Source: an optimization exercise on an open RTL-to-GDS flow (aim: small area, a short achievable clock period and few clock cycles). Production flows keep margins and buffers that such runs may drop. The RTL was checked by simulation tests, not by an equivalence proof against the original design. Power is estimated from default activity; no workload was simulated.

## mbrtu_server
module mbrtu_server (
    input  wire         clk,
    input  wire         rst,
    input  wire [7:0]   rx_data,
    input  wire         rx_valid,
    input  wire         rx_last,
    output wire         rx_ready,
    output reg  [7:0]   tx_data,
    output reg          tx_valid,
    output reg          tx_last,
    input  wire         tx_ready,
    input  wire [31:0]  di_in,
    input  wire [127:0] ir_in
);
    localparam BUF_CAP = 68;           
    function [15:0] crc_byte(input [15:0] c, input [7:0] d);
        integer k;
        reg [15:0] r;
        begin
            r = c ^ {8'h00, d};
            for (k = 0; k < 8; k = k + 1)
                r = r[0] ? ((r >> 1) ^ 16'hA001) : (r >> 1);
            crc_byte = r;
        end
    endfunction
    function [15:0] crc_unstep(input [15:0] c);
        integer k;
        reg [15:0] r;
        begin
            r = c;
            for (k = 0; k < 8; k = k + 1)
                r = {r[14:0] ^ (r[15] ? 15'h2001 : 15'h0000), r[15]};
            crc_unstep = r;
        end
    endfunction
    reg [7:0]  rb [0:BUF_CAP-1];
    reg [6:0]  wptr;       
    reg [15:0] pcrc;       
    reg [6:0]  blen;       
    reg [6:0]  rptr;       
    wire [6:0] qidx = rptr + 7'd1;    
    reg [7:0]  rd_q;       
    reg        rx_rdy;
    wire       in_v = rx_valid & rx_rdy;
    wire       in_l = rx_last;
    wire [7:0] in_d = rx_data;
    assign rx_ready = rx_rdy;
    reg [7:0]  h0, h1, h2, h3, h4, h5, h6;
    always @(*) begin
        h0 = rb[0];
        h1 = rb[1];
        h2 = rb[2];
        h3 = rb[3];
        h4 = rb[4];
        h5 = rb[5];
        h6 = rb[6];
    end
    localparam R_RECV = 3'd0;
    localparam R_CHK  = 3'd1;
  ...
Size: ~4700 cells after synthesis, ~65000 um^2 of cells after synthesis.
==> flow/config.mk <==
export PLATFORM = sky130hd
export DESIGN_NAME = mbrtu_server
export DESIGN_NICKNAME = mbrtu_server
export VERILOG_FILES = /design/flow/design.v
export SDC_FILE = /design/flow/constraint.sdc
export NUM_CORES = 4
export LEC_CHECK = 0
export CAP_MARGIN = 20
export CORE_MARGIN = 2
export CORE_UTILIZATION = 60
export CTS_CLUSTER_DIAMETER = 100
export CTS_CLUSTER_SIZE = 20
export SLEW_MARGIN = 20
==> flow/constraint.sdc <==
create_clock -name core_clock -period 10.0 [get_ports {clk}]
set_input_delay 2.0000 -clock core_clock [delete_from_list [all_inputs] [get_ports {clk}]]
set_output_delay 2.0000 -clock core_clock [all_outputs]
set_load 0.01 [all_outputs]
standard.sh (not shown) runs the stock make flow with config.mk's settings and CLKGATE_MAP_FILE= SYNTH_SCRIPT=/design/flow/synth_recipe.tcl, a recipe that flattens the netlist after the stock synthesis.
==> flow/flow/run.sh <==
#!/bin/bash
# The standard layout (standard.sh: standard synthesis, floorplan, place,
# CTS, route, finish) with two changes to how it is made:
#  - the input and output ports are buffered with buf_4 instead of the
#    buffer buffer_ports picks by default (a slow delay cell);
#  - repair_timing aims for 6.5 ns of setup slack at the design's period,
#    so the layout is sized for the period it can reach.
# The clock, its period and the constraints are the design's (constraint.sdc).
set -euo pipefail
export BUFFER_PORTS_ARGS="-buffer_cell sky130_fd_sc_hd__buf_4"
export SETUP_SLACK_MARGIN=6.5
bash standard.sh > standard_run.log 2>&1
Testbench counts at the start, summed over its fixed seeds: cycles 78,894.
Edit:
--- a/flow/design.v
+++ b/flow/design.v
@@ -277,19 +277,19 @@
     always @(posedge clk) begin
         if (cm_run && !cm_wc) begin
             if (cm_half)
                 hregs[cm_hp][7:0] <= rd_q;
             else
                 hregs[cm_hp][15:8] <= rd_q;
         end
     end
     always @(posedge clk) begin
-        if (ap_v)
+        if (rx_rdy || mv_v)
             rb[wptr] <= ap_d;
     end
     always @(posedge clk)
         rd_q <= (rptr < BUF_CAP) ? rb[rptr] : 8'h00;
     always @(posedge clk) begin
         if (rst) begin
             rx_rdy  <= 1'b1;
             rs      <= R_RECV;
             wptr    <= 7'd0;
@@ -306,18 +306,26 @@
                 pcrc <= crc_byte(pcrc, ap_d);
             end
             if (in_v && in_l) begin
                 if (n_new >= 7'd5) begin
                     rs      <= found ? R_HOLD : R_CHK;
                     flen    <= n_new;
                     fbase   <= 7'd0;
                     in_q    <= 1'b0;
                     cm_done <= 1'b0;
+                    if (!found && cm_st == 2'd0) begin
+                        rs    <= R_SCAN;
+                        blen  <= n_new;
+                        rptr  <= wptr;
+                        prime <= 1'b1;
+                        pcrc  <= 16'h0000;
+                        fnd   <= 1'b0;
+                    end
                 end else
                     rx_rdy <= 1'b1;
             end
             if (ho)
                 q_v <= 1'b0;
             if (q_take) begin
                 q_v    <= 1'b1;
                 q_unit <= h0;
                 q_fc   <= valid ? h1 : (h1 | 8'h80);
@@ -495,35 +503,35 @@
             end
             G_B2: begin
                 crc     <= crc_nx;
                 ws      <= 2'd0;
                 half    <= 1'b0;
                 pf      <= pf_next;
                 pf_last <= (t_cnt[10:0] <= 11'd8);
                 if (t_rb) begin
                     t_aL[5:3] <= bq1;
-                    {t_cH, t_cL} <= t_cnt - 16'd8;
+                    {t_cH[2:0], t_cL} <= t_cnt[10:0] - 11'd8;
                 end
                 g       <= t_exc ? G_CRCL : G_DATA;
             end
             G_DATA: begin
                 crc     <= crc_nx;
                 ws      <= ws + 2'd1;
                 half    <= ~half;
                 pf      <= pf_next;
                 pf_last <= (t_cnt[10:0] <= 11'd8);
                 if (t_rb) begin
                     t_aL[5:3] <= bq1;
-                    {t_cH, t_cL} <= t_cnt - 16'd8;
+                    {t_cH[2:0], t_cL} <= t_cnt[10:0] - 11'd8;
                 end else if (t_rr && !half) begin
                     t_aL <= t_aL + 8'd1;
                 end else if (t_rr)
-                    {t_cH, t_cL} <= t_cnt - 16'd1;
+                    {t_cH[2:0], t_cL} <= t_cnt[10:0] - 11'd1;
                 if (d_last)
                     g <= G_CRCL;
             end
             G_CRCL:
                 g <= G_CRCH;
             default:
                 g <= G_IDLE;
             endcase
         end
=>
- The new run passed the timing, design-rule and antenna checks
- sequential power came out higher by about 2%
- flip-flop and latch count is unchanged
- worst hold slack improved by 0.031 ns
- global-route usage drops by 0.28 points
- power rose by 6.4%
Testbench counts after the change, summed over its fixed seeds: cycles 78,733.

==> separate check: timing with driven ports <==
Ports are ideal in the flow. The routed layouts listed here were re-timed in OpenROAD. Step 1 assumes that a clkbuf_16 drives the clock port and a buf_2 every other input. Step 2 moves the port delays by t, midway between the first and last clock arrival at a register: inputs arrive t later, outputs are due t later. That takes back most of the time a late clock gives input paths. Slacks: ideal / step 1 / step 2; pairs: ideal / step 1.
run | t (ns) | slack for setup (ns) | clock arrival spread, ns | pins driven straight from the clock port
the first run | 0.774 | 6.341 / 6.389 / 5.615 | 0.053 / 0.053 | 1
the second run | 0.775 | 6.382 / 6.410 / 5.635 | 0.033 / 0.032 | 1
After both steps setup and hold are still met in every run listed. For the second run, which loses most, drivers alone change the setup slack by +0.028 ns; drivers and shift together by -0.747 ns.
